This design comes from an exercise in tuning for small area on the open sky130 flow, not from production work. Only simulation tests tie the RTL to the original design; equivalence was not proved. Power is estimated from default activity; no workload was simulated.

## mc32_core
module mc32_core (
  input  wire        clk,
  input  wire        rst,           
  input  wire [31:0] prog_len,      
  output wire [31:0] imem_addr,
  input  wire [63:0] imem_rdata,
  output wire [9:0]  dmem_addr,
  output wire        dmem_we,
  output wire [31:0] dmem_wdata,
  input  wire [31:0] dmem_rdata,
  input  wire        in_valid,
  input  wire        in_eof,
  input  wire [7:0]  in_data,
  output wire        in_ready,
  output wire        out_valid,
  output wire [7:0]  out_data,
  output wire        halted,
  output wire        faulted,
  output wire [2:0]  fault_code,
  output wire [31:0] exit_code
);
Size in the first run: about 2400 cells after synthesis, ~260 I/O pins, roughly 32000 sq um of cells after synthesis.
clock: 10.0 ns
lec_check: 0
cap_margin: 20
core_margin: 2
core_utilization: 40
place_density: 0.6
slew_margin: 20
run.sh (not shown) runs the stock make flow with config.mk's settings and CLKGATE_MAP_FILE= SYNTH_SCRIPT=/design/flow/synth_recipe.tcl, a recipe that flattens the netlist after the stock synthesis.
Then changed:
==> flow/flow/run.sh (new file) <==
#!/bin/bash
# The standard layout (the standard.sh, standard synthesis unchanged), with two knobs:
# every port still gets a buffer, but the small buf_1; and CTS without dummy loads.
set -euo pipefail
bash standard.sh \
  "BUFFER_PORTS_ARGS=-buffer_cell sky130_fd_sc_hd__buf_1" \
  "CTS_ARGS=-sink_clustering_enable -repair_clock_nets -dont_use_dummy_load -sink_clustering_size 20 -sink_clustering_max_diameter 100 -buf_list sky130_fd_sc_hd__clkbuf_8" \
  finish > standard.log 2>&1
==> flow/standard.sh (new file) <==
#!/bin/bash
# synth_recipe.tcl (not shown) runs the flow's synth.tcl, then flattens the netlist and writes it again
# the make line also repeats each setting of config.mk as NAME=value (left out here)
make -C /OpenROAD-flow-scripts/flow DESIGN_CONFIG=/design/flow/config.mk WORK_HOME=/design/flow/orfs CLKGATE_MAP_FILE= SYNTH_SCRIPT=/design/flow/synth_recipe.tcl "${@:-finish}"
- ABC_AREA: default -> 1
removed: flow/run.sh
Cell area went down by roughly a tenth; utilization went down by 5.8 points; count of clock-buffer cells in the layout went down by 82.

---

== build 9 ==
mc32_core, a different RTL version from the one above (not shown whole).
For scale: roughly 1,100 flip-flops, ~32,000 um^2 of cells after synthesis.
Settings: LEC_CHECK=0, ABC_AREA=1, CAP_MARGIN=20, CORE_MARGIN=2, CORE_UTILIZATION=55, PLACE_DENSITY=0.72, SLEW_MARGIN=20; clock period 10.0 ns.
standard.sh (not shown) runs the stock make flow with config.mk's settings and CLKGATE_MAP_FILE= SYNTH_SCRIPT=/design/flow/synth_recipe.tcl, a recipe that flattens the netlist after the stock synthesis.
==> flow/flow/run.sh <==
#!/bin/bash
# The standard layout (the standard.sh, standard synthesis unchanged), with two knobs:
# every port still gets a buffer, but the small buf_1; and CTS without dummy loads, with
# clusters of at most 18 sinks driven by clkbuf_8.
set -euo pipefail
bash standard.sh \
  "BUFFER_PORTS_ARGS=-buffer_cell sky130_fd_sc_hd__buf_1" \
  "CTS_ARGS=-sink_clustering_enable -repair_clock_nets -dont_use_dummy_load -sink_clustering_size 18 -sink_clustering_max_diameter 75 -buf_list sky130_fd_sc_hd__clkbuf_8" \
  finish > standard.log 2>&1
Relative to build 9, the following input files were edited for build 68:
Settings: changing ABC_AREA from 1 to 0.
==> flow/flow/run.sh <==
#!/bin/bash
# The standard layout (the standard.sh, standard synthesis unchanged), with two knobs:
# every port still gets a buffer, but the small buf_1; and CTS without dummy loads, with
# clusters of at most 26 sinks driven by clkbuf_16.
set -euo pipefail
bash standard.sh \
  "BUFFER_PORTS_ARGS=-buffer_cell sky130_fd_sc_hd__buf_1" \
  "CTS_ARGS=-sink_clustering_enable -repair_clock_nets -dont_use_dummy_load -sink_clustering_size 26 -sink_clustering_max_diameter 60 -buf_list sky130_fd_sc_hd__clkbuf_16" \
  finish > standard.log 2>&1
[summary]
- Build 68 reached the final stage; the timing, DRC and antenna checks on its layout passed.
- Measured against each other, build 68 and build 9 differ in global-route usage over all layers, the lower figure coming from build 68.
- Going from build 9 to build 68, the core utilization was found to have gone up by 1.4 points.
- On maximum achievable frequency, the lower figure sits with build 68, not build 9.
The inputs of build 96 differ from those of build 68 as listed below.
==> flow/flow/run.sh <==
#!/bin/bash
# The standard layout (the standard.sh, standard synthesis unchanged), with two knobs:
# every port still gets a buffer, but the small buf_1; and CTS without dummy loads, with
# clusters of at most 18 sinks driven by clkbuf_8.
set -euo pipefail
bash standard.sh \
  "BUFFER_PORTS_ARGS=-buffer_cell sky130_fd_sc_hd__buf_1" \
  "CTS_ARGS=-sink_clustering_enable -repair_clock_nets -dont_use_dummy_load -sink_clustering_size 18 -sink_clustering_max_diameter 75 -buf_list sky130_fd_sc_hd__clkbuf_8" \
  finish > standard.log 2>&1
[summary]
- Compared with build 68, build 96 is more frugal on power.
- Any difference in via count of the first global-routing pass between build 96 and build 68 is small enough to ignore.
- First-iteration DRC count: build 96 lower than build 68
- Re fraction of final layout cells with drive strength greater than 1: build 68 was lower than build 96.
- Compared with build 68, in build 96 final-layout worst hold slack up 0.022 ns; total non-filler cell area in the finished layout lower; utilization after layout went down 0.62 points.
- There was hardly any difference in post-route clock skew between build 96 and build 68.
#### Input delta (build 74 over build 96)
Settings: CORE_UTILIZATION now 40, was 55; PLACE_DENSITY now 0.6, was 0.72.
==> flow/flow/run.sh <==
#!/bin/bash
# The standard layout (the standard.sh, standard synthesis unchanged), with two knobs:
# every port still gets a buffer, but the small buf_1; and CTS without dummy loads, with
# clusters of at most 16 sinks driven by clkbuf_8.
set -euo pipefail
bash standard.sh \
  "BUFFER_PORTS_ARGS=-buffer_cell sky130_fd_sc_hd__buf_1" \
  "CTS_ARGS=-sink_clustering_enable -repair_clock_nets -dont_use_dummy_load -sink_clustering_size 16 -sink_clustering_max_diameter 80 -buf_list sky130_fd_sc_hd__clkbuf_8" \
  finish > standard.log 2>&1
Notes after the runs:
Arrival time of data at the critical path endpoint in build 74 is 0.13 ns higher than in build 96
Total die area was higher in the run labelled build 74.
Build 96 -> build 74: area after synthesis delta 0, exact match
First-iteration DRC count: build 74 and build 96 compared, lower one is build 74
Clock network power consumption (build 74 over build 96): increase, about 6%
| post-synthesis to final-layout area growth | build 74 vs build 96 | 1.6 points higher |
[build 74] count of vias placed by the detailed router fell about 1.3% relative to build 96
Looking only at worst setup slack, and setting everything else aside, the higher value of build 74 and build 96 goes to build 96.

[re-timing with driven ports]
The results above use ideal ports. As a check the final layouts listed here were re-extracted and re-timed, cells and wires unchanged.
Step 1 sets driving cells, clkbuf_16 on the clock port and buf_2 on the other inputs (assumed; they add their load-dependent delay and slew).
Step 2 times the ports against the registers' clock, not the clock port: input delays grow and output delays shrink by t, the midpoint of the rising clock arrivals with the driver on.
Three values: no drivers, after step 1, after step 2; two values: the first two.
run	t (ns)	setup slack, ns	slew at the worst register clock pin (ns)
the first run of note 1	0.721	1.677 / 1.630 / 1.630	0.07 / 0.07
the second run of note 1	0.750	3.211 / 3.187 / 3.187	0.12 / 0.12
build 9	0.698	3.046 / 2.979 / 2.979	0.12 / 0.12
build 68	0.650	1.959 / 1.905 / 1.905	0.10 / 0.10
build 96	0.700	1.959 / 1.903 / 1.903	0.11 / 0.11
build 74	0.711	1.826 / 1.738 / 1.738	0.11 / 0.11
After both steps every run listed still meets setup and hold. The setup slack of build 74, which loses most, moves by -0.088 ns with the drivers and by -0.088 ns with both steps.
